This design comes from an exercise in tuning for small area, a short achievable clock period and few clock cycles on the open sky130 flow, not from production work.
Only simulation tests tie the RTL to the original design; equivalence was not proved.

==> design/flow/design.v <==
module osmsl_qadd (
    input  wire [63:0] b,
    input  wire        is_lat,      
    output reg         t_sign,
    output reg  [10:0] t_exp,
    output reg  [52:0] t_mant,
    output reg         t_inc,
    output reg         t_zero,
    output reg         t_nan        
);
    localparam [52:0] C_MANT = 53'h16800000000000;
    wire        b_sign = b[63];
    wire [10:0] b_efld = b[62:52];
    wire [51:0] b_frac = b[51:0];
    wire [10:0] a_exp  = (b_efld == 11'd0) ? 11'd1 : b_efld;
    wire [52:0] a_mant = {b_efld != 11'd0, b_frac};
    wire [10:0] c_exp  = is_lat ? 11'd1029 : 11'd1030;
    wire        a_big  = (a_exp > c_exp) ||
                         ((a_exp == c_exp) && (a_mant[52:47] >= 6'b101101));
    wire [10:0] e_big  = a_big ? a_exp : c_exp;
    wire [52:0] m_big  = a_big ? a_mant : C_MANT;
    wire [52:0] m_small = a_big ? C_MANT : a_mant;
    wire [10:0] d_ac   = a_exp - c_exp;
    wire [10:0] d_ca   = c_exp - a_exp;
    wire [10:0] diff   = a_big ? d_ac : d_ca;
    reg  [55:0] ms3, mask, aligned;
    reg         sticky;
    reg  [56:0] sum;
    reg  [55:0] norm;
    reg  [11:0] e_far;
    reg  [53:0] dcl, dnorm;
    reg  [5:0]  lz;
    reg         close;
    reg  [11:0] e_t;
    integer     k;
    always @* begin
        ms3 = {m_small, 3'b000};
        for (k = 0; k < 56; k = k + 1)
            mask[k] = (diff > k);
        sticky = |(ms3 & mask);
        if (diff > 11'd55)
            aligned = 56'd0;
        else
            aligned = ms3 >> diff[5:0];
        aligned[0] = aligned[0] | sticky;
        if (b_sign)      
            sum = {1'b0, m_big, 3'b000} - {1'b0, aligned};
        else
            sum = {1'b0, m_big, 3'b000} + {1'b0, aligned};
        if (sum[56]) begin
            norm  = {sum[56:2], sum[1] | sum[0]};
            e_far = {1'b0, e_big} + 12'd1;
        end else if (sum[55]) begin
            norm  = sum[55:0];
            e_far = {1'b0, e_big};
        end else begin
            norm  = {sum[54:0], 1'b0};
            e_far = {1'b0, e_big} - 12'd1;
        end
        dcl = {m_big, 1'b0} - (diff[0] ? {1'b0, m_small} : {m_small, 1'b0});
        lz = 6'd0;
        for (k = 0; k <= 53; k = k + 1)
            if (dcl[k]) lz = 6'd53 - k[5:0];
        dnorm = dcl << lz;
        close = b_sign && (diff[10:1] == 10'd0) && !dcl[53] && !dcl[52];
        if (close) begin
            t_mant = dnorm[53:1];
            t_inc  = 1'b0;
            e_t    = {1'b0, e_big} - {6'd0, lz};
        end else begin
            t_mant = norm[55:3];
            t_inc  = norm[2] & (norm[1] | norm[0] | norm[3]);
            e_t    = e_far;
        end
        t_zero = close && (dcl == 54'd0);
        t_sign = a_big ? b_sign : 1'b0;
        t_exp  = e_t[10:0];
        if (t_zero) begin
            t_sign = 1'b0;
            t_exp  = 11'd0;
            t_mant = 53'd0;
        end
        t_nan = (b_efld == 11'h7FF);
    end
endmodule
module osmsl_qdiv (
    input  wire [52:0] t_mant,
    input  wire        t_inc,
    output wire [56:0] q,
    output wire        rem_nz
);
    function [11:0] ta9;     
        input [6:0] s;
        case (s)
            7'd0: ta9 = 12'd0;
            7'd1: ta9 = 12'd3185;
            7'd2: ta9 = 12'd2275;
            7'd3: ta9 = 12'd1365;
            7'd4: ta9 = 12'd455;
            7'd5: ta9 = 12'd3640;
            7'd6: ta9 = 12'd2730;
            7'd7: ta9 = 12'd1820;
            7'd8: ta9 = 12'd910;
            7'd9: ta9 = 12'd0;
            7'd10: ta9 = 12'd3185;
            7'd11: ta9 = 12'd2275;
            7'd12: ta9 = 12'd1365;
            7'd13: ta9 = 12'd455;
            7'd14: ta9 = 12'd3640;
            7'd15: ta9 = 12'd2730;
            7'd16: ta9 = 12'd1820;
            7'd17: ta9 = 12'd910;
            7'd18: ta9 = 12'd0;
            7'd19: ta9 = 12'd3185;
            7'd20: ta9 = 12'd2275;
            7'd21: ta9 = 12'd1365;
            7'd22: ta9 = 12'd455;
            7'd23: ta9 = 12'd3640;
            7'd24: ta9 = 12'd2730;
            7'd25: ta9 = 12'd1820;
            7'd26: ta9 = 12'd910;
            7'd27: ta9 = 12'd0;
            7'd28: ta9 = 12'd3185;
            7'd29: ta9 = 12'd2275;
            7'd30: ta9 = 12'd1365;
            7'd31: ta9 = 12'd455;
            7'd32: ta9 = 12'd3640;
            7'd33: ta9 = 12'd2730;
            7'd34: ta9 = 12'd1820;
            7'd35: ta9 = 12'd910;
            7'd36: ta9 = 12'd0;
            7'd37: ta9 = 12'd3185;
            7'd38: ta9 = 12'd2275;
            7'd39: ta9 = 12'd1365;
            7'd40: ta9 = 12'd455;
            7'd41: ta9 = 12'd3640;
            7'd42: ta9 = 12'd2730;
            7'd43: ta9 = 12'd1820;
            7'd44: ta9 = 12'd910;
            7'd45: ta9 = 12'd0;
            7'd46: ta9 = 12'd3185;
            7'd47: ta9 = 12'd2275;
            7'd48: ta9 = 12'd1365;
            7'd49: ta9 = 12'd455;
            7'd50: ta9 = 12'd3640;
            7'd51: ta9 = 12'd2730;
            7'd52: ta9 = 12'd1820;
            7'd53: ta9 = 12'd910;
            7'd54: ta9 = 12'd0;
            7'd55: ta9 = 12'd3185;
            7'd56: ta9 = 12'd2275;
            7'd57: ta9 = 12'd1365;
            7'd58: ta9 = 12'd455;
            7'd59: ta9 = 12'd3640;
            7'd60: ta9 = 12'd2730;
            7'd61: ta9 = 12'd1820;
            7'd62: ta9 = 12'd910;
            7'd63: ta9 = 12'd0;
            7'd64: ta9 = 12'd3185;
            7'd65: ta9 = 12'd2275;
            7'd66: ta9 = 12'd1365;
            7'd67: ta9 = 12'd455;
            7'd68: ta9 = 12'd3640;
            7'd69: ta9 = 12'd2730;
            7'd70: ta9 = 12'd1820;
            7'd71: ta9 = 12'd910;
            7'd72: ta9 = 12'd0;
            7'd73: ta9 = 12'd3185;
            7'd74: ta9 = 12'd2275;
            7'd75: ta9 = 12'd1365;
            7'd76: ta9 = 12'd455;
            7'd77: ta9 = 12'd3640;
            7'd78: ta9 = 12'd2730;
            7'd79: ta9 = 12'd1820;
            7'd80: ta9 = 12'd910;
            7'd81: ta9 = 12'd0;
            7'd82: ta9 = 12'd3185;
            7'd83: ta9 = 12'd2275;
            7'd84: ta9 = 12'd1365;
            7'd85: ta9 = 12'd455;
            7'd86: ta9 = 12'd3640;
            7'd87: ta9 = 12'd2730;
            7'd88: ta9 = 12'd1820;
            7'd89: ta9 = 12'd910;
            7'd90: ta9 = 12'd0;
            7'd91: ta9 = 12'd3185;
            7'd92: ta9 = 12'd2275;
            7'd93: ta9 = 12'd1365;
            7'd94: ta9 = 12'd455;
            7'd95: ta9 = 12'd3640;
            7'd96: ta9 = 12'd2730;
            7'd97: ta9 = 12'd1820;
            7'd98: ta9 = 12'd910;
            7'd99: ta9 = 12'd0;
            7'd100: ta9 = 12'd3185;
            7'd101: ta9 = 12'd2275;
            7'd102: ta9 = 12'd1365;
            7'd103: ta9 = 12'd455;
            7'd104: ta9 = 12'd3640;
            7'd105: ta9 = 12'd2730;
            7'd106: ta9 = 12'd1820;
            7'd107: ta9 = 12'd910;
            7'd108: ta9 = 12'd0;
            7'd109: ta9 = 12'd3185;
            7'd110: ta9 = 12'd2275;
            7'd111: ta9 = 12'd1365;
            7'd112: ta9 = 12'd455;
            7'd113: ta9 = 12'd3640;
            7'd114: ta9 = 12'd2730;
            7'd115: ta9 = 12'd1820;
            7'd116: ta9 = 12'd910;
            7'd117: ta9 = 12'd0;
            7'd118: ta9 = 12'd3185;
            7'd119: ta9 = 12'd2275;
            7'd120: ta9 = 12'd1365;
            7'd121: ta9 = 12'd455;
            7'd122: ta9 = 12'd3640;
            7'd123: ta9 = 12'd2730;
            7'd124: ta9 = 12'd1820;
            7'd125: ta9 = 12'd910;
            7'd126: ta9 = 12'd0;
            7'd127: ta9 = 12'd3185;
            default: ta9 = 12'd0;
        endcase
    endfunction
    function [11:0] ta5;     
        input [4:0] s;
        case (s)
            5'd0: ta5 = 12'd0;
            5'd1: ta5 = 12'd2457;
            5'd2: ta5 = 12'd819;
            5'd3: ta5 = 12'd3276;
            5'd4: ta5 = 12'd1638;
            5'd5: ta5 = 12'd0;
            5'd6: ta5 = 12'd2457;
            5'd7: ta5 = 12'd819;
            5'd8: ta5 = 12'd3276;
            5'd9: ta5 = 12'd1638;
            5'd10: ta5 = 12'd0;
            5'd11: ta5 = 12'd2457;
            5'd12: ta5 = 12'd819;
            5'd13: ta5 = 12'd3276;
            5'd14: ta5 = 12'd1638;
            5'd15: ta5 = 12'd0;
            5'd16: ta5 = 12'd2457;
            5'd17: ta5 = 12'd819;
            5'd18: ta5 = 12'd3276;
            5'd19: ta5 = 12'd1638;
            5'd20: ta5 = 12'd0;
            5'd21: ta5 = 12'd2457;
            5'd22: ta5 = 12'd819;
            5'd23: ta5 = 12'd3276;
            5'd24: ta5 = 12'd1638;
            5'd25: ta5 = 12'd0;
            5'd26: ta5 = 12'd2457;
            5'd27: ta5 = 12'd819;
            5'd28: ta5 = 12'd3276;
            5'd29: ta5 = 12'd1638;
            5'd30: ta5 = 12'd0;
            5'd31: ta5 = 12'd2457;
            default: ta5 = 12'd0;
        endcase
    endfunction
    function [56:0] rep12;
        input [11:0] v;
        rep12 = {v[8:0], v, v, v, v};
    endfunction
    wire [52:0] t = t_mant;
    wire [9:0] s9 = {4'd0, t[5:0]}   + {4'd0, t[11:6]}  + {4'd0, t[17:12]} +
                    {4'd0, t[23:18]} + {4'd0, t[29:24]} + {4'd0, t[35:30]} +
                    {4'd0, t[41:36]} + {4'd0, t[47:42]} + {5'd0, t[52:48]} +
                    {9'd0, t_inc};
    wire [6:0] s9b = {3'd0, s9[9:6]} + {1'b0, s9[5:0]};
    wire [7:0] s5 = {4'd0, t[3:0]}   + {4'd0, t[7:4]}   + {4'd0, t[11:8]}  +
                    {4'd0, t[15:12]} + {4'd0, t[19:16]} + {4'd0, t[23:20]} +
                    {4'd0, t[27:24]} + {4'd0, t[31:28]} + {4'd0, t[35:32]} +
                    {4'd0, t[39:36]} + {4'd0, t[43:40]} + {4'd0, t[47:44]} +
                    {4'd0, t[51:48]} + {7'd0, t[52]} + {7'd0, t_inc};
    wire [4:0] s5b = {1'b0, s5[7:4]} + {1'b0, s5[3:0]};
    wire [11:0] a9r = ta9(s9b);
    wire [11:0] a5r = ta5(s5b);
    assign rem_nz = (a9r != 12'd0) || (a5r != 12'd0);
    wire [3:0]  r9 = nmod9(s9b);
    wire [2:0]  r5 = dmod5(s5b);
    reg         wrap;
    always @* begin
        case ({r9, r5})
            7'd9: wrap = 1'b1;
            7'd17: wrap = 1'b1;
            7'd18: wrap = 1'b1;
            7'd25: wrap = 1'b1;
            7'd26: wrap = 1'b1;
            7'd27: wrap = 1'b1;
            7'd33: wrap = 1'b1;
            7'd34: wrap = 1'b1;
            7'd35: wrap = 1'b1;
            7'd36: wrap = 1'b1;
            7'd49: wrap = 1'b1;
            7'd57: wrap = 1'b1;
            7'd58: wrap = 1'b1;
            7'd65: wrap = 1'b1;
            7'd66: wrap = 1'b1;
            7'd67: wrap = 1'b1;
            default: wrap = 1'b0;
        endcase
    end
    function [3:0] nmod9;    
        input [6:0] s;
        case (s)
            7'd0: nmod9 = 4'd0;
            7'd1: nmod9 = 4'd8;
            7'd2: nmod9 = 4'd7;
            7'd3: nmod9 = 4'd6;
            7'd4: nmod9 = 4'd5;
            7'd5: nmod9 = 4'd4;
            7'd6: nmod9 = 4'd3;
            7'd7: nmod9 = 4'd2;
            7'd8: nmod9 = 4'd1;
            7'd9: nmod9 = 4'd0;
            7'd10: nmod9 = 4'd8;
            7'd11: nmod9 = 4'd7;
            7'd12: nmod9 = 4'd6;
            7'd13: nmod9 = 4'd5;
            7'd14: nmod9 = 4'd4;
            7'd15: nmod9 = 4'd3;
            7'd16: nmod9 = 4'd2;
            7'd17: nmod9 = 4'd1;
            7'd18: nmod9 = 4'd0;
            7'd19: nmod9 = 4'd8;
            7'd20: nmod9 = 4'd7;
            7'd21: nmod9 = 4'd6;
            7'd22: nmod9 = 4'd5;
            7'd23: nmod9 = 4'd4;
            7'd24: nmod9 = 4'd3;
            7'd25: nmod9 = 4'd2;
            7'd26: nmod9 = 4'd1;
            7'd27: nmod9 = 4'd0;
            7'd28: nmod9 = 4'd8;
            7'd29: nmod9 = 4'd7;
            7'd30: nmod9 = 4'd6;
            7'd31: nmod9 = 4'd5;
            7'd32: nmod9 = 4'd4;
            7'd33: nmod9 = 4'd3;
            7'd34: nmod9 = 4'd2;
            7'd35: nmod9 = 4'd1;
            7'd36: nmod9 = 4'd0;
            7'd37: nmod9 = 4'd8;
            7'd38: nmod9 = 4'd7;
            7'd39: nmod9 = 4'd6;
            7'd40: nmod9 = 4'd5;
            7'd41: nmod9 = 4'd4;
            7'd42: nmod9 = 4'd3;
            7'd43: nmod9 = 4'd2;
            7'd44: nmod9 = 4'd1;
            7'd45: nmod9 = 4'd0;
            7'd46: nmod9 = 4'd8;
            7'd47: nmod9 = 4'd7;
            7'd48: nmod9 = 4'd6;
            7'd49: nmod9 = 4'd5;
            7'd50: nmod9 = 4'd4;
            7'd51: nmod9 = 4'd3;
            7'd52: nmod9 = 4'd2;
            7'd53: nmod9 = 4'd1;
            7'd54: nmod9 = 4'd0;
            7'd55: nmod9 = 4'd8;
            7'd56: nmod9 = 4'd7;
            7'd57: nmod9 = 4'd6;
            7'd58: nmod9 = 4'd5;
            7'd59: nmod9 = 4'd4;
            7'd60: nmod9 = 4'd3;
            7'd61: nmod9 = 4'd2;
            7'd62: nmod9 = 4'd1;
            7'd63: nmod9 = 4'd0;
            7'd64: nmod9 = 4'd8;
            7'd65: nmod9 = 4'd7;
            7'd66: nmod9 = 4'd6;
            7'd67: nmod9 = 4'd5;
            7'd68: nmod9 = 4'd4;
            7'd69: nmod9 = 4'd3;
            7'd70: nmod9 = 4'd2;
            7'd71: nmod9 = 4'd1;
            7'd72: nmod9 = 4'd0;
            7'd73: nmod9 = 4'd8;
            7'd74: nmod9 = 4'd7;
            7'd75: nmod9 = 4'd6;
            7'd76: nmod9 = 4'd5;
            7'd77: nmod9 = 4'd4;
            7'd78: nmod9 = 4'd3;
            7'd79: nmod9 = 4'd2;
            7'd80: nmod9 = 4'd1;
            7'd81: nmod9 = 4'd0;
            7'd82: nmod9 = 4'd8;
            7'd83: nmod9 = 4'd7;
            7'd84: nmod9 = 4'd6;
            7'd85: nmod9 = 4'd5;
            7'd86: nmod9 = 4'd4;
            7'd87: nmod9 = 4'd3;
            7'd88: nmod9 = 4'd2;
            7'd89: nmod9 = 4'd1;
            7'd90: nmod9 = 4'd0;
            7'd91: nmod9 = 4'd8;
            7'd92: nmod9 = 4'd7;
            7'd93: nmod9 = 4'd6;
            7'd94: nmod9 = 4'd5;
            7'd95: nmod9 = 4'd4;
            7'd96: nmod9 = 4'd3;
            7'd97: nmod9 = 4'd2;
            7'd98: nmod9 = 4'd1;
            7'd99: nmod9 = 4'd0;
            7'd100: nmod9 = 4'd8;
            7'd101: nmod9 = 4'd7;
            7'd102: nmod9 = 4'd6;
            7'd103: nmod9 = 4'd5;
            7'd104: nmod9 = 4'd4;
            7'd105: nmod9 = 4'd3;
            7'd106: nmod9 = 4'd2;
            7'd107: nmod9 = 4'd1;
            7'd108: nmod9 = 4'd0;
            7'd109: nmod9 = 4'd8;
            7'd110: nmod9 = 4'd7;
            7'd111: nmod9 = 4'd6;
            7'd112: nmod9 = 4'd5;
            7'd113: nmod9 = 4'd4;
            7'd114: nmod9 = 4'd3;
            7'd115: nmod9 = 4'd2;
            7'd116: nmod9 = 4'd1;
            7'd117: nmod9 = 4'd0;
            7'd118: nmod9 = 4'd8;
            7'd119: nmod9 = 4'd7;
            7'd120: nmod9 = 4'd6;
            7'd121: nmod9 = 4'd5;
            7'd122: nmod9 = 4'd4;
            7'd123: nmod9 = 4'd3;
            7'd124: nmod9 = 4'd2;
            7'd125: nmod9 = 4'd1;
            7'd126: nmod9 = 4'd0;
            7'd127: nmod9 = 4'd8;
            default: nmod9 = 4'd0;
        endcase
    endfunction
    function [2:0] dmod5;    
        input [4:0] s;
        case (s)
            5'd0: dmod5 = 3'd0;
            5'd1: dmod5 = 3'd2;
            5'd2: dmod5 = 3'd4;
            5'd3: dmod5 = 3'd1;
            5'd4: dmod5 = 3'd3;
            5'd5: dmod5 = 3'd0;
            5'd6: dmod5 = 3'd2;
            5'd7: dmod5 = 3'd4;
            5'd8: dmod5 = 3'd1;
            5'd9: dmod5 = 3'd3;
            5'd10: dmod5 = 3'd0;
            5'd11: dmod5 = 3'd2;
            5'd12: dmod5 = 3'd4;
            5'd13: dmod5 = 3'd1;
            5'd14: dmod5 = 3'd3;
            5'd15: dmod5 = 3'd0;
            5'd16: dmod5 = 3'd2;
            5'd17: dmod5 = 3'd4;
            5'd18: dmod5 = 3'd1;
            5'd19: dmod5 = 3'd3;
            5'd20: dmod5 = 3'd0;
            5'd21: dmod5 = 3'd2;
            5'd22: dmod5 = 3'd4;
            5'd23: dmod5 = 3'd1;
            5'd24: dmod5 = 3'd3;
            5'd25: dmod5 = 3'd0;
            5'd26: dmod5 = 3'd2;
            5'd27: dmod5 = 3'd4;
            5'd28: dmod5 = 3'd1;
            5'd29: dmod5 = 3'd3;
            5'd30: dmod5 = 3'd0;
            5'd31: dmod5 = 3'd2;
            default: dmod5 = 3'd0;
        endcase
    endfunction
    function [113:0] csa;                        
        input [56:0] x1, x2, x3;
        csa = {((x1 & x2) | (x1 & x3) | (x2 & x3)) << 1, x1 ^ x2 ^ x3};
    endfunction
    wire [56:0] tw = {4'd0, t};
    wire [56:0] nt16 = ~(tw << 16), nt28 = ~(tw << 28), nt40 = ~(tw << 40), nt52 = ~(tw << 52);
    wire [56:0] kc = t_inc ? 57'd140912628340836868 : 57'd4;
    wire [113:0] l1a = csa(tw << 14, tw << 11, tw << 9);
    wire [113:0] l1b = csa(tw << 26, tw << 23, tw << 21);
    wire [113:0] l1c = csa(tw << 38, tw << 35, tw << 33);
    wire [113:0] l1d = csa(tw << 50, tw << 47, tw << 45);
    wire [113:0] l1e = csa(nt16, nt28, nt40);
    wire [113:0] l2a = csa(l1a[56:0], l1a[113:57], l1b[56:0]);
    wire [113:0] l2b = csa(l1b[113:57], l1c[56:0], l1c[113:57]);
    wire [113:0] l2c = csa(l1d[56:0], l1d[113:57], l1e[56:0]);
    wire [113:0] l2d = csa(l1e[113:57], nt52, kc);
    wire [113:0] l3a = csa(l2a[56:0], l2a[113:57], l2b[56:0]);
    wire [113:0] l3b = csa(l2b[113:57], l2c[56:0], l2c[113:57]);
    wire [113:0] l4a = csa(l3a[56:0], l3a[113:57], l3b[56:0]);
    wire [113:0] l4b = csa(l3b[113:57], l2d[56:0], l2d[113:57]);
    wire [113:0] l5a = csa(l4a[56:0], l4a[113:57], l4b[56:0]);
    wire [113:0] l6a = csa(l5a[56:0], l5a[113:57], l4b[113:57]);
    wire [113:0] l7a = csa(l6a[56:0], l6a[113:57], rep12(a9r));
    wire [113:0] l8a = csa(l7a[56:0], l7a[113:57], rep12(a5r));
    assign q = l8a[56:0] + l8a[113:57] + {56'd0, wrap};
endmodule
module osmsl_qround (
    input  wire        t_sign,
    input  wire [10:0] t_exp,
    input  wire        t_zero,
    input  wire [56:0] q,
    input  wire        rem_nz,
    input  wire        is_lat,
    output reg  [31:0] r
);
    reg  [52:0] vm;
    reg         g, s, rnd;
    reg  signed [13:0] e;      
    reg  [53:0] vmx;           
    reg  [54:0] a1;            
    reg  [5:0]  n;
    reg  [53:0] sh;
    reg  [31:0] base;
    reg         inc, half, cy;
    integer     k;
    always @* begin
        if (q[56]) begin
            vm = q[56:4];
            g  = q[3];
            s  = (|q[2:0]) | rem_nz;
            e  = $signed({3'b000, t_exp}) - 14'sd1050;
        end else begin
            vm = q[55:3];
            g  = q[2];
            s  = (|q[1:0]) | rem_nz;
            e  = $signed({3'b000, t_exp}) - 14'sd1051;
        end
        if (!is_lat)
            e = e - 14'sd1;
        rnd = g & (s | vm[0]);
        vmx = {1'b0, vm};
        a1[0] = 1'b1;
        for (k = 1; k <= 54; k = k + 1)
            a1[k] = a1[k-1] & vmx[k-1];
        n    = -e[5:0];
        base = 32'd0;
        inc  = 1'b0;
        half = 1'b0;
        cy   = 1'b0;
        sh   = 54'd0;
        if (e >= 14'sd0) begin
            if (e < 14'sd32)
                base = (vm[31:0] + {31'd0, rnd}) << e[4:0];
        end else if (e >= -14'sd54) begin
            sh   = vmx >> n;
            base = sh[31:0];
            half = vmx[n - 6'd1] ^ (rnd & a1[n - 6'd1]);
            cy   = rnd & a1[n];
            inc  = half | cy;
        end
        if (t_zero)
            r = 32'd0;
        else
            r = (base ^ {32{t_sign}}) + {31'd0, (e >= 14'sd0) ? t_sign : (inc ^ t_sign)};
    end
endmodule
module osmsl_dqmag (
    input  wire [44:0] a,
    input  wire [3:0]  i,
    input  wire        negq,        
    output wire [45:0] mag,
    output wire        neg
);
    wire [5:0]  n   = {i, 1'b0} + {2'b00, i};
    wire [46:0] pw  = 47'd1 << n;                  
    wire [46:0] a2  = {1'b0, a, 1'b0};             
    wire [46:0] hi  = ~(pw - 47'd1);
    assign neg = ~|(a2 & hi);
    wire [46:0] s   = (negq ? ~a2 : a2) + (negq ? pw : ~pw) + 47'd1;
    assign mag = s[45:0];
endmodule
module osmsl_dqn (
    input  wire [45:0] mag,
    input  wire        neg,
    input  wire [5:0]  eoff,
    input  wire        is_lat,
    output reg  [63:0] f
);
    reg  [52:0] m;         
    reg  [5:0]  lz;
    reg  [52:0] mn;
    reg  [11:0] ex;
    integer     k;
    always @* begin
        m  = {7'd0, mag} * 53'd45;
        lz = 6'd0;
        for (k = 0; k <= 52; k = k + 1)
            if (m[k]) lz = 6'd52 - k[5:0];
        mn = m << lz;
        ex = (is_lat ? 12'd1076 : 12'd1077) - {6'd0, eoff} - {6'd0, lz};
        if (mag == 46'd0)
            f = 64'd0;
        else
            f = {neg, ex[10:0], mn[51:0]};
    end
endmodule
module osmsl_core (
    input  wire         clk,
    input  wire         rst,           
    input  wire         cmd_valid,
    input  wire [7:0]   cmd,
    input  wire         wr_en,
    input  wire [4:0]   wr_addr,       
    input  wire [63:0]  wr_data,
    output wire         busy,
    output reg  [63:0]  lat,
    output reg  [63:0]  lon,
    output reg  [7:0]   zoom,
    output reg  [44:0]  x,
    output reg  [44:0]  y,
    output reg  [31:0]  c1,
    output reg  [31:0]  c2,
    output reg  [3:0]   nd,
    output reg  [1:0]   np,
    output reg  [3:0]   idx,
    output reg  [3:0]   clen,
    output wire [119:0] cbuf,          
    output reg          stop,
    output reg  [2:0]   err
);
    localparam [7:0] C_QNT  = 8'h10, C_DQN = 8'h11, C_MRT  = 8'h20,
                     C_ENC  = 8'h40, C_LEN = 8'h41, C_EIN  = 8'h42,
                     C_EMIT = 8'h43, C_PADC = 8'h44,
                     C_DEC  = 8'h50, C_DIN = 8'h51, C_ACC  = 8'h52,
                     C_ZADJ = 8'h53;
    localparam [2:0] E_ILLCMD = 3'd1, E_NONFINITE = 3'd2, E_ZOOM = 3'd3,
                     E_SEQ = 3'd4;
    localparam [2:0] S_IDLE = 3'd0, S_EXEC = 3'd1, S_DEC2 = 3'd2, S_DQN2 = 3'd3,
                     S_DQN1 = 3'd4;
    reg [2:0] state;
    reg [7:0] creg;                  
    reg [7:0] buf_q [0:14];
    genvar gk;
    generate
        for (gk = 0; gk < 15; gk = gk + 1) begin : g_cbuf
            assign cbuf[8*gk+7:8*gk] = buf_q[gk];
        end
    endgenerate
    assign busy = (state != S_IDLE);
    wire accept = cmd_valid && (state == S_IDLE);
    function [7:0] enc_char;
        input [5:0] d;
        begin
            if (d < 6'd26)
                enc_char = 8'h41 + {2'b00, d};
            else if (d < 6'd52)
                enc_char = 8'h61 + {2'b00, d - 6'd26};
            else if (d < 6'd62)
                enc_char = 8'h30 + {2'b00, d - 6'd52};
            else if (d == 6'd62)
                enc_char = 8'h5F;
            else
                enc_char = 8'h7E;
        end
    endfunction
    function [6:0] dec_char;
        input [7:0] c;
        begin
            if (c >= 8'h41 && c <= 8'h5A)
                dec_char = {1'b1, c[5:0] - 6'h01};
            else if (c >= 8'h61 && c <= 8'h7A)
                dec_char = {1'b1, c[5:0] - 6'h21 + 6'd26};
            else if (c >= 8'h30 && c <= 8'h39)
                dec_char = {1'b1, c[5:0] - 6'h30 + 6'd52};
            else if (c == 8'h5F)
                dec_char = {1'b1, 6'd62};
            else if (c == 8'h7E || c == 8'h40)
                dec_char = {1'b1, 6'd63};
            else
                dec_char = 7'd0;
        end
    endfunction
    function [31:0] interleave;
        input [14:0] a;
        input [14:0] b;
        integer j;
        begin
            interleave = 32'd0;
            for (j = 0; j < 15; j = j + 1) begin
                interleave[2*j+1] = a[j];
                interleave[2*j]   = b[j];
            end
        end
    endfunction
    reg        dirty_x, dirty_y;      
    reg        sel_y;                 
    wire       upd_ll = (state == S_DEC2) || (state == S_DQN2);    
    wire       dx_n   = rst || (wr_en && wr_addr == 5'd1) || upd_ll || (dirty_x && sel_y);
    wire       dy_n   = rst || (wr_en && wr_addr == 5'd0) || upd_ll || (dirty_y && !sel_y);
    always @(posedge clk) begin
        dirty_x <= dx_n;
        dirty_y <= dy_n;
        sel_y   <= !dx_n && dy_n;
    end
    wire        t_sign, t_zero, t_nan, t_inc;
    wire [10:0] t_exp;
    wire [52:0] t_mant;
    osmsl_qadd u_add (.b(sel_y ? lat : lon), .is_lat(sel_y), .t_sign(t_sign),
                      .t_exp(t_exp), .t_mant(t_mant), .t_inc(t_inc), .t_zero(t_zero),
                      .t_nan(t_nan));
    reg         a_tag, a_pend;        
    reg         a_sign, a_zero, a_nan;
    reg  [10:0] a_exp;
    reg  [52:0] a_mant;
    reg         a_inc;
    always @(posedge clk) begin
        a_tag   <= sel_y;
        a_sign  <= t_sign;
        a_zero  <= t_zero;
        a_nan   <= t_nan;
        a_exp   <= t_exp;
        a_mant  <= t_mant;
        a_inc   <= t_inc;
    end
    wire [56:0] d_q;
    wire        d_nz;
    osmsl_qdiv u_div (.t_mant(a_mant), .t_inc(a_inc), .q(d_q), .rem_nz(d_nz));
    wire        a_fault = a_nan ||
                          (!a_zero && ((a_exp >= 11'd2017) ||
                                       ((a_exp == 11'd2016) && a_inc && (&a_mant))));
    reg         b_tag;
    reg         b_sign, b_zero, b_fault;
    reg  [10:0] b_exp;
    reg  [56:0] b_q;
    reg         b_nz;
    always @(posedge clk) begin
        b_tag   <= a_tag;
        b_sign  <= a_sign;
        b_zero  <= a_zero;
        b_fault <= a_fault;
        b_exp   <= a_exp;
        b_q     <= d_q;
        b_nz    <= d_nz;
    end
    wire [31:0] r_out;
    osmsl_qround u_rnd (.t_sign(b_sign), .t_exp(b_exp), .t_zero(b_zero),
                        .q(b_q), .rem_nz(b_nz), .is_lat(b_tag), .r(r_out));
    reg  [31:0] hx, hy;
    reg         hfx, hfy;
    wire [31:0] rx  = b_tag ? hx  : r_out;      
    wire [31:0] ry  = b_tag ? r_out : hy;
    wire        rfx = b_tag ? hfx : b_fault;
    wire        rfy = b_tag ? b_fault : hfy;
    wire        q_fault = rfx | rfy;
    always @(posedge clk) begin
        hx  <= rx;
        hy  <= ry;
        hfx <= rfx;
        hfy <= rfy;
    end
    wire qvalid = !dirty_x && !dirty_y && !a_pend;
    reg  [45:0] mgx, mgy;
    reg         ngx, ngy;
    reg  [5:0]  meoff;
    wire [45:0] gmx, gmy;
    wire        gnx, gny;
    osmsl_dqmag u_mag_lon (.a(x), .i(idx), .negq(ngx), .mag(gmx), .neg(gnx));
    osmsl_dqmag u_mag_lat (.a(y), .i(idx), .negq(ngy), .mag(gmy), .neg(gny));
    wire [63:0] dq_lon, dq_lat;
    osmsl_dqn u_dqn_lon (.mag(mgx), .neg(ngx), .eoff(meoff), .is_lat(1'b0), .f(dq_lon));
    osmsl_dqn u_dqn_lat (.mag(mgy), .neg(ngy), .eoff(meoff), .is_lat(1'b1), .f(dq_lat));
    wire signed [7:0] zs      = zoom;
    wire              zoom_ok = (zs >= -8'sd8) && (zs <= 8'sd22);
    wire [4:0]        zp8     = zoom[4:0] + 5'd8;       
    wire [5:0]        zp10    = {1'b0, zp8} + 6'd2;
    wire [5:0]        len_ndw = zp10 / 6'd3;
    wire [5:0]        len_npw = {1'b0, zp8} % 6'd3;
    wire [3:0]        len_nd  = len_ndw[3:0];
    wire [1:0]        len_np  = len_npw[1:0];
    wire [3:0]        len_tot = len_nd + {2'b00, len_np};
    wire [31:0] enc_c1 = interleave(rx[31:17], ry[31:17]);
    wire [31:0] enc_c2 = interleave(rx[16:2],  ry[16:2]);
    wire [59:0] enc_dig = {enc_c1[29:0], enc_c2[29:0]};    
    reg  [5:0] digit;
    always @* begin
        case (idx)
            4'd0: digit = c1[29:24];
            4'd1: digit = c1[23:18];
            4'd2: digit = c1[17:12];
            4'd3: digit = c1[11:6];
            4'd4: digit = c1[5:0];
            4'd5: digit = c2[29:24];
            4'd6: digit = c2[23:18];
            4'd7: digit = c2[17:12];
            4'd8: digit = c2[11:6];
            default: digit = c2[5:0];
        endcase
    end
    wire [7:0] digit_char = enc_char(digit);
    wire emit_ok = (idx < nd);
    wire [4:0] nd_np = {1'b0, nd} + {3'b000, np};
    wire padc_ok = (idx >= nd) && ({1'b0, idx} < nd_np);
    wire [7:0] acc_char = (idx < 4'd15) ? buf_q[idx] : 8'h00;
    wire [6:0] acc_dec  = dec_char(acc_char);
    wire       acc_found = acc_dec[6];
    wire [5:0] acc_d    = acc_dec[5:0];
    wire [2:0] acc_xb   = {acc_d[5], acc_d[3], acc_d[1]};
    wire [2:0] acc_yb   = {acc_d[4], acc_d[2], acc_d[0]};
    wire       acc_end  = stop || (idx >= clen);
    reg  [14:0] dm;           
    reg  [15:0] dsel;         
    reg  [44:0] dxl, dyl;     
    reg  [44:0] dx_r, dy_r;   
    reg  [3:0]  dn;           
    reg  [7:0]  dzoom;        
    reg         dok;
    reg  [6:0]  dd;
    integer     i;
    always @* begin
        dok = 1'b1;
        dxl = 45'd0;
        dyl = 45'd0;
        for (i = 0; i < 15; i = i + 1) begin
            dd  = dec_char(buf_q[i]);
            dok = dok && dd[6] && (i < clen);
            dm[i] = dok;
            if (dok) begin
                dxl[44-3*i -: 3] = {dd[5], dd[3], dd[1]};
                dyl[44-3*i -: 3] = {dd[4], dd[2], dd[0]};
            end
        end
        dsel[0]  = !dm[0];
        for (i = 1; i < 15; i = i + 1)
            dsel[i] = dm[i-1] && !dm[i];
        dsel[15] = dm[14];
        dx_r  = 45'd0;
        dy_r  = 45'd0;
        dn    = 4'd0;
        dzoom = 8'd0;
        for (i = 0; i < 16; i = i + 1) begin
            if (dsel[i]) begin
                dx_r  = dx_r | (dxl >> (45 - 3*i));
                dy_r  = dy_r | (dyl >> (45 - 3*i));
                dn    = dn | i;
                dzoom = dzoom | ((8'hF8 + 3*i) & 8'hFF);
            end
        end
    end
    wire [44:0] dx_neg = 45'h100000000000 - {1'b0, dxl[43:0]};
    wire [44:0] dy_neg = 45'h100000000000 - {1'b0, dyl[43:0]};
    wire [45:0] dmx = dxl[44] ? {1'b0, dxl[43:0], 1'b0} : {dx_neg, 1'b0};
    wire [45:0] dmy = dyl[44] ? {1'b0, dyl[43:0], 1'b0} : {dy_neg, 1'b0};
    wire [4:0] idx1    = {1'b0, idx} + 5'd1;
    wire [7:0] pad_c0  = (idx < 4'd15) ? buf_q[idx] : 8'h00;
    wire [7:0] pad_c1  = (idx1 < 5'd15) ? buf_q[idx1[3:0]] : 8'h00;
    wire       pad0    = (idx < clen) && (pad_c0 == 8'h2D);
    wire       pad1    = (idx1 < {1'b0, clen}) && (pad_c1 == 8'h2D);
    wire [7:0] zadj_zoom = pad0 ? (pad1 ? zoom - 8'd1 : zoom - 8'd2) : zoom;
    integer k;
    always @(posedge clk) begin
        if (rst) begin
            state   <= S_IDLE;
            creg    <= 8'd0;
            a_pend  <= 1'b0;
            lat     <= 64'd0;
            lon     <= 64'd0;
            zoom    <= 8'd0;
            x       <= 45'd0;
            y       <= 45'd0;
            c1      <= 32'd0;
            c2      <= 32'd0;
            nd      <= 4'd0;
            np      <= 2'd0;
            idx     <= 4'd0;
            clen    <= 4'd0;
            stop    <= 1'b0;
            err     <= 3'd0;
            for (k = 0; k < 15; k = k + 1)
                buf_q[k] <= 8'd0;
        end else begin
            a_pend <= sel_y ? dirty_y : dirty_x;
            if (wr_en) begin
                case (wr_addr)
                    5'd0: lat  <= wr_data;
                    5'd1: lon  <= wr_data;
                    5'd2: zoom <= wr_data[7:0];
                    5'd3: clen <= wr_data[3:0];
                    default:
                        if (wr_addr[4] && wr_addr[3:0] != 4'd15)
                            buf_q[wr_addr[3:0]] <= wr_data[7:0];
                endcase
            end
            case (state)
                S_IDLE: if (accept) begin
                    creg <= cmd;
                    if (err == 3'd0) begin
                        if (cmd == C_DEC) begin
                            x     <= dx_r;
                            y     <= dy_r;
                            zoom  <= dzoom;
                            idx   <= dn;
                            stop  <= 1'b1;
                            mgx   <= dmx;
                            mgy   <= dmy;
                            ngx   <= !dxl[44];
                            ngy   <= !dyl[44];
                            meoff <= 6'd45;
                            state <= S_DEC2;
                        end else begin
                            state <= S_EXEC;
                        end
                    end
                end
                S_DQN1: begin
                    mgx   <= gmx;
                    mgy   <= gmy;
                    state <= S_DQN2;
                end
                S_DEC2, S_DQN2: begin
                    lon   <= dq_lon;
                    lat   <= dq_lat;
                    if (state == S_DEC2)
                        zoom <= zadj_zoom;
                    state <= S_IDLE;
                end
                default: begin
                    state <= S_IDLE;
                    case (creg)
                        C_QNT: begin
                            if (!qvalid)
                                state <= S_EXEC;
                            else if (q_fault)
                                err <= E_NONFINITE;
                            else begin
                                x <= {13'd0, rx};
                                y <= {13'd0, ry};
                            end
                        end
                        C_ENC: begin
                            if (!qvalid)
                                state <= S_EXEC;
                            else if (q_fault)
                                err <= E_NONFINITE;
                            else begin
                                x  <= {13'd0, rx};
                                y  <= {13'd0, ry};
                                c1 <= enc_c1;
                                c2 <= enc_c2;
                                if (!zoom_ok) begin
                                    err <= E_ZOOM;
                                end else begin
                                    nd   <= len_nd;
                                    np   <= len_np;
                                    idx  <= len_tot;
                                    clen <= len_tot;
                                    for (k = 0; k < 12; k = k + 1) begin
                                        if (k < len_nd)
                                            buf_q[k] <= enc_char(enc_dig[59-6*k -: 6]);
                                        else if (k < len_tot)
                                            buf_q[k] <= 8'h2D;
                                    end
                                end
                            end
                        end
                        C_DQN: begin
                            ngx   <= gnx;
                            ngy   <= gny;
                            meoff <= {idx, 1'b0} + {2'b00, idx};
                            state <= S_DQN1;
                        end
                        C_MRT: begin
                            c1 <= interleave(x[31:17], y[31:17]);
                            c2 <= interleave(x[16:2],  y[16:2]);
                        end
                        C_LEN: begin
                            if (!zoom_ok) begin
                                err <= E_ZOOM;
                            end else begin
                                nd <= len_nd;
                                np <= len_np;
                            end
                        end
                        C_EIN: begin
                            idx  <= 4'd0;
                            clen <= 4'd0;
                        end
                        C_EMIT: begin
                            if (!emit_ok) begin
                                err <= E_SEQ;
                            end else begin
                                buf_q[idx] <= digit_char;
                                idx  <= idx + 4'd1;
                                clen <= idx + 4'd1;
                            end
                        end
                        C_PADC: begin
                            if (!padc_ok) begin
                                err <= E_SEQ;
                            end else begin
                                buf_q[idx] <= 8'h2D;
                                idx  <= idx + 4'd1;
                                clen <= idx + 4'd1;
                            end
                        end
                        C_DIN: begin
                            x    <= 45'd0;
                            y    <= 45'd0;
                            zoom <= 8'hF8;
                            idx  <= 4'd0;
                            stop <= 1'b0;
                        end
                        C_ACC: begin
                            if (acc_end || !acc_found) begin
                                stop <= 1'b1;
                            end else begin
                                x    <= {x[41:0], acc_xb};
                                y    <= {y[41:0], acc_yb};
                                zoom <= zoom + 8'd3;
                                idx  <= idx + 4'd1;
                            end
                        end
                        C_ZADJ: zoom <= zadj_zoom;
                        default: err <= E_ILLCMD;
                    endcase
                end
            endcase
        end
    end
endmodule
==> design/flow/run.sh <==
#!/bin/bash
# synth_recipe.tcl (not shown) runs the flow's synth.tcl, then flattens the netlist and writes it again
# the make line also repeats each setting of config.mk as NAME=value (left out here)
make -C /OpenROAD-flow-scripts/flow DESIGN_CONFIG=/design/flow/config.mk WORK_HOME=/design/flow/orfs CLKGATE_MAP_FILE= SYNTH_SCRIPT=/design/flow/synth_recipe.tcl finish
==> design/flow/config.mk <==
export PLATFORM = sky130hd
export DESIGN_NAME = osmsl_core
export DESIGN_NICKNAME = osmsl_core
export VERILOG_FILES = /design/flow/design.v
export SDC_FILE = /design/flow/constraint.sdc
export NUM_CORES = 4
export LEC_CHECK = 0
export CAP_MARGIN = 20
export CORE_MARGIN = 2
export CORE_UTILIZATION = 40
export SETUP_SLACK_MARGIN = 5
export SLEW_MARGIN = 20
==> design/flow/constraint.sdc <==
create_clock -name core_clock -period 18.0 [get_ports {clk}]
set_input_delay 3.6000 -clock core_clock [delete_from_list [all_inputs] [get_ports {clk}]]
set_output_delay 3.6000 -clock core_clock [all_outputs]
set_load 0.01 [all_outputs]
==> impl_metrics.tcl, run 1 <==
set metrics [dict create \
    grtUsageTotal_pct 44.9 \
    cts_max_path_buffers 4 \
    setup_viol 0 \
    synthCells 17700 \
    drive_above_1_share_pct 8.00 \
    numCtsBuffers 106 \
    r2r_slack_ns 5.36 \
    crit_fanout 41 \
    min_period_ns 12.64 \
    min_delay_worst_endpoint "b_tag" \
    cts_num_sinks 759 \
    outcome "finished clean" \
    gp_routability_congestion 1.13 \
    holdBufCountCts 0 \
    final_area_sq_um 149000 \
    maxCapViolations 0 \
    die_h_um 581 \
    grt_remaining_overflow 0 \
    worst_setup_path_start_kind "flip-flop" \
    r2r-start "b_exp[0]" \
    end_kind "flip-flop" \
    fmax_ghz 0.0791 \
    num_rows 211 \
    rsz0062_at_grt "yes" \
    die_area_sq_um 337000 \
    die_w_um 581 \
    finClkSkew_ns 0.152 \
    fin_nets 19500 \
    crit_buf_inv 8 \
    ys_types 123 \
    grt_antenna_before_repair 101 \
    start_util_pct 40.2 \
    grt_max_degree 146 \
    synth_edf_count 228 \
    grt_pass1_vias 138000 \
    drcViolationCount 0 \
    path_clk_slew_ns 0.07 \
    max_stage_delay_ns 0.74 \
    crit_path_top_delay_cell "dfxtp_1" \
    yosys_warnings 7 \
    cts_root_buffer "clkbuf_16" \
    io_buffers 505 \
    reg2reg_to "buf_q[3][4]" \
    vias_per_cell 6.79 \
    slew_viol_final 0 \
    finalSetupTns_ns 0 \
    drtIter0Drc 23200 \
    synth_ff_type "dfxtp_1" \
    relSlewSlack_pct 5.14 \
    worstRegToRegCells 40 \
    drt-pass1-iter-count 14 \
    ys_ff_latch 759 \
    dp_hpwl_mm 626 \
    final_core_util_pct 44.9 \
    syn_avg_cell_area_sq_um 7.53 \
    holdCritStartpoint "a_tag" \
    synthArstFlopShare_pct 0 \
    placed_area_sq_um 144000 \
    vias 151000 \
    holdCritPathClass "flip-flop to flip-flop" \
    ios 510 \
    h-tree-depth 3 \
    worstPathRequired_ns 18.53 \
    core_sq_um 331000 \
    grt_pass1_wl_mm 1090 \
    synth.cell_area_sq_um 133000 \
    clk_latency_ns 0.93 \
    fin_crit_sh_pct 70.2 \
    ant_nets 0 \
    cp_data_arrival_time_ns 13.18 \
    ys_seq_area_share_pct 13.1 \
    finalHoldViolCount 0 \
    worstMarginPinSlew_ns 1.41 \
    wire_per_inst_um 35.5 \
    area_growth_syn_to_layout_pct 11.7 \
    hold_depth 0 \
    drt-total-wl_mm 792 \
    crit_family "compound AO/OA/AOI/OAI gates" \
    critPathKind "flip-flop to flip-flop" \
    cts_tree "built" \
]
==> per-layer routing <==
layer | share of wire, % | up-vias | global-route usage, %
met5 | 0.080 | - | 0.113
met3 | 13 | 2509 | 16.8
li1 | - | 64600 | -
met4 | 8.2 | 66 | 29.6
met1 | 40 | 73300 | 58.6
met2 | 39 | 11000 | 61.1
==> worst max path at each step <==
stage / slack [ns] / depth (start not counted) / to / startpoint
after global placement: 3.44 / 46 / b_q[53] / a_mant[0]
final: 5.36 / 40 / buf_q[3][4] / b_exp[0]
after floorplan: 5.03 / 56 / a_exp[8] / sel_y
after detailed placement: 3.42 / 49 / b_q[53] / a_mant[7]
after global routing: 4.94 / 53 / b_q[53] / a_mant[6]
after CTS: 4.94 / 53 / b_q[53] / a_mant[0]
==> cell families (layout without fill, tap and decap cells) <==
group	count (synthesis)	after routing	synth area share [%]
muxes	953	953	8.01
DFF	759	759	13.1
adders and majority gates	1672	1672	19.5
AOI/OAI and AO/OA	5412	5412	26.8
buffers and inverters	2375	2565	6.85
and+or+nand+nor	5576	5576	19.5
other	2	62	0.00565
xor gates and xnor gates	926	926	6.16
==> cell usage in the layout (no fill, tap or decap), types with 123 or more instances in the layout <==
master,Yosys,routed
and2_1,127,128
and3_1,142,142
fa_1,660,658
o211ai_1,314,314
a21o_1,225,223
nand4_1,167,167
mux2i_1,678,668
nand2_1,1536,1526
a21oi_1,1361,1345
edfxtp_1,228,228
dfxtp_1,531,520
a211oi_1,353,336
ha_1,1012,1007
mux2_2,204,204
a22oi_1,123,123
or3_1,127,125
buf_4,14,567
xnor2_1,575,563
o22ai_1,186,186
a31oi_1,206,202
nor2_1,1785,1770
xor2_1,345,338
nand2b_1,170,169
clkdlybuf4s50_1,0,497
nor2b_1,142,141
inv_1,1247,1238
a221oi_1,207,203
nor4_1,133,127
nand3_1,468,465
o21ai_0,1123,1105
nor3_1,452,437
==> Yosys cell counts, types with 55 or more instances <==
cell	instances	area share (%)
nor3_1	452	1.7
a221oi_1	207	1.4
mux2i_1	678	5.1
clkbuf_1	860	2.4
o221ai_1	100	0.66
buf_1	143	0.40
o21bai_1	87	0.49
xor2_1	345	2.3
nor4_1	133	0.63
a211oi_1	353	2.0
a311oi_1	92	0.61
o311ai_0	55	0.36
xnor2_1	575	3.8
and2_1	127	0.60
fa_1	660	9.9
o21ai_0	1123	4.2
or3_1	127	0.60
inv_1	1247	3.5
o22ai_1	186	0.87
o31ai_1	104	0.59
dfxtp_1	531	8.0
a2111oi_0	62	0.41
nor2b_1	142	0.67
o21a_1	120	0.68
mux2_2	204	1.7
o211ai_1	314	1.8
nor2_1	1785	5.0
mux4_2	68	1.2
and3_1	142	0.67
a211o_1	57	0.38
a22oi_1	123	0.69
or2_2	73	0.34
a31oi_1	206	0.97
nand4_1	167	0.79
buf_2	79	0.30
a21o_1	225	1.3
nand2_1	1536	4.3
nand3_1	468	1.8
a21oi_1	1361	5.1
nand2b_1	170	0.80
edfxtp_1	228	5.1
ha_1	1012	9.5
==> worst register-to-register path: cells and delay by family, from the launching register on <==
kind                     cells  cell delay, ns
buffers and inverters        8            2.44
flip-flops                   1            0.74
AO/OA/AOI/OAI               15            5.05
adder cells (fa/ha/maj)      5            1.44
XOR/XNOR                     3            0.95
AND/OR/NAND/NOR              9            1.78
==> stage by stage <==
stage	hold WS, ns	instances	setup slack, ns
3_3_place_gp	0.313	22000	3.44
2_1_floorplan	0.310	17700	5.03
6_report	0.310	22300	5.36
4_1_cts	0.315	22200	4.94
3_5_place_dp	0.312	22000	3.42
5_1_grt	0.315	22200	4.94
==> final cells by class <==
class,instances,area (sq um)
Clock inverter,54,629
Inverter,1273,4800
Multi-Input combinational cell,14500,107000
Fill cell,34100,182000
Antenna cell,56,140
Tap cell,4366,5460
Sequential cell,759,17500
Timing Repair Buffer,1101,9610
Clock buffer,137,2970
==> sequential cells by signal, indices dropped and copies added, names as in the netlist, 11 cells and up, named ones only <==
register and flops:
a_exp 11, a_mant 53, b_exp 11, b_q 57
buf_q 128, c1 30, c2 30, hx 32
hy 32, lat 64, lon 64, mgx 46
mgy 46, x 45, y 45
==> timing repair <==
item	CTS	global route
gates cloned	0	2
buffers inserted	5	11
hold endpoints to repair	0	0
pin swaps	0	9
setup endpoints to repair	55	80
gates resized for setup	24	75
Testbench counts, summed over its fixed seeds: cycles 2,872.
==> run 2, diff against run 1 <==
--- a/design/flow/config.mk
+++ b/design/flow/config.mk
@@ -5,6 +5,7 @@
 export SDC_FILE = /design/flow/constraint.sdc
 export NUM_CORES = 4
 export LEC_CHECK = 0
+export ABC_AREA = 1
 export CAP_MARGIN = 20
 export CORE_MARGIN = 2
 export CORE_UTILIZATION = 40
==> impl_metrics.tcl, run 2 <==
set metrics [dict create \
    outcome "finished clean" \
    ys_top_cells_by_area "nand2_1 12%, fa_1 10%, ha_1 10%" \
    synthMostInstantiatedCell "nand2_1" \
    num_rows 206 \
    fin_nets 21600 \
    synth_ff_type "dfxtp_1" \
    synthArstFlopShare_pct 0 \
    synth.top_cell.area_share_pct 11.8 \
    ant_nets 0 \
    clk_latency_ns 0.93 \
    synth.cell_area_sq_um 127000 \
    die_w_um 568 \
    setup.worst_path.start "a_mant[1]" \
    regMostFlops "buf_q" \
    ys_seq_area_share_pct 13.7 \
    drtIter0Drc 21800 \
    yosys_warnings 7 \
    cts_tree "built" \
    worstMarginPinSlew_ns 1.30 \
    cp_data_arrival_time_ns 13.19 \
    worst_setup_path_start_kind "flip-flop" \
    drcViolationCount 0 \
    max_stage_delay_ns 0.54 \
    final_common_cell "nand2_1" \
    rsz0062_at_grt "no" \
    fin_crit_sh_pct 69.3 \
    finalHoldViolCount 0 \
    reg_top3 "buf_q (128), lat (64), lon (64)" \
    r2r-start "a_mant[1]" \
    path_clk_slew_ns 0.07 \
    relSlewSlack_pct 13.3 \
    synth_edf_count 228 \
    largest_reg_flops 128 \
    grt_pass1_wl_mm 1010 \
    syn_avg_cell_area_sq_um 6.48 \
    grt_max_degree 118 \
    drt-pass1-iter-count 8 \
    slew_viol_final 0 \
    maxCapViolations 0 \
    cpMostUsedCell "nand2_1" \
    gp_routability_congestion 1.12 \
    final_cells 24100 \
    grtUsageTotal_pct 43.4 \
    crit_fanout 16 \
    cts_max_path_buffers 4 \
    ios 510 \
    synthCells 19600 \
    numCtsBuffers 105 \
    grt_antenna_before_repair 64 \
    drt-total-wl_mm 730 \
    h-tree-depth 3 \
    dp_cells 23800 \
    vias 147000 \
    holdCritPathClass "flip-flop to flip-flop" \
    fmax_ghz 0.0801 \
    vias_per_cell 6.11 \
    synthTopCellsByCount "3987 x nand2_1, 2921 x inv_1, 1956 x o21ai_0" \
    r2r_slack_ns 5.52 \
    crit_path_top_delay_cell "fa_1" \
    die_h_um 568 \
    synth_top_cell_by_area "nand2_1" \
    area_growth_syn_to_layout_pct 11.3 \
    drive_above_1_share_pct 5.81 \
    worstPathRequired_ns 18.71 \
    start_util_pct 40.3 \
    ys_types 108 \
    critPathKind "flip-flop to flip-flop" \
    cts_root_buffer "clkbuf_16" \
    holdCritStartpoint "a_exp[7]" \
    dp_hpwl_mm 591 \
    end_kind "flip-flop" \
    min_period_ns 12.48 \
    ys_ff_latch 759 \
    core_sq_um 315000 \
    die_area_sq_um 322000 \
    cts_num_sinks 759 \
    finalSetupTns_ns 0 \
    most-common-layout-cells "3964 x nand2_1, 2899 x inv_1, 1914 x o21ai_0" \
    io_buffers 505 \
    grt_pass1_vias 135000 \
    setup_viol 0 \
    grt_remaining_overflow 0 \
    wire_per_inst_um 30.3 \
    finClkSkew_ns 0.144 \
]
run 2: cell types whose count changed in the layout (fill, tap and decap cells not counted), moves of 187 or more:
cell	before	now
xnor2_1	563	153
a211oi_1	336	72
xor2_1	338	642
o21ai_0	1105	1914
nand3_1	465	976
mux2_2	204	1
nor2_1	1770	1553
nand2_1	1526	3964
nor3_1	437	240
inv_1	1238	2899
buf_4	567	380
a21o_1	223	22
mux2i_1	668	55
run 2: timing repair:
item,4_1_cts,5_1_grt
buffers inserted,18,44
endpoints found under the setup margin,90,127
resized for setup,71,174
hold buffers,0,0
pin swaps,4,56
gates cloned,2,6
run 2: cells by family after synthesis:
kind of cell             count (synthesis)  synth area share, %
AO/OA/AOI/OAI                         5019                 23.2
XOR/XNOR                               811                 5.69
adder cells (fa/ha/maj)               1672                 20.4
buffers and inverters                 3886                 11.9
flip-flops                             759                 13.7
multiplexers                            56                0.442
other                                    2              0.00591
AND/OR/NAND/NOR                       7411                 24.7
run 2: final timing paths:
path              endpoint  cells past startpoint
setup / recovery   b_q[55]                     72
hold / removal    b_exp[7]                      0
setup reg to reg   b_q[55]                     72
hold reg to reg   b_exp[7]                      0
run 2: metrics by stage:
stage / cell area, sq um / hold WS (ns) / worst slack (ns) / util, %
floorplan: 127000 / 0.310 / 5.02 / -
global placement: 137000 / 0.314 / 3.39 / 43.3
detailed placement: 137000 / 0.324 / 3.37 / 43.3
CTS: 140000 / 0.344 / 4.99 / 44.5
global route: 141000 / 0.354 / 4.82 / 44.8
finish: 142000 / 0.346 / 5.52 / 44.9
run 2: layout make-up:
cell class,instances,area [sq um]
Multi-Input combinational cell,15000,95500
Antenna cell,27,67.6
Timing Repair Buffer,909,8260
Clock inverter,55,537
Tap cell,4160,5200
Clock buffer,130,2830
Timing Repair inverter,1,7.51
Inverter,3056,11500
Sequential cell,759,17500
Fill cell,33900,174000
run 2: critical path, delay by kind of cell (launching register included):
| family | cells | cell delay, ns |
|---|---|---|
| fa+ha+maj | 11 | 4.79 |
| buf+inv | 10 | 1.07 |
| xor+xnor | 3 | 0.49 |
| flops | 1 | 0.32 |
| simple gates | 28 | 2.97 |
| compound gates | 20 | 2.73 |
run 2: per-layer routing:
layer  GRT usage [%]  part of all wire [%]
met5           0.714                 0.097
met4            26.2                   7.4
met3            14.5                    13
met2            59.1                    38
met1            58.6                    41

[what the ideal ports hide]
In the flow no input, the clock included, has a driving cell. The finished layouts below were timed again as built, in two steps. Step 1, drivers: a clkbuf_16 drives clk and a buf_2 each remaining input, both assumed. Step 2 moves the port delays by t, midway between the first and last clock arrival at a register: inputs arrive t later, outputs are due t later. That takes back most of the time a late clock gives input paths. Three values: ideal, step 1, step 2; two values: the first two.
run	t, ns	slack for setup (ns)	hold slack, ns	worst slew at a driven data input, ns	pins driven straight from the clock port
run 1	0.975	5.358 / 5.358 / 5.358	0.310 / 0.310 / 0.310	0.19	1
run 2	0.964	5.521 / 5.521 / 5.521	0.346 / 0.346 / 0.346	0.13	1
After both steps setup and hold are still met in every run listed.
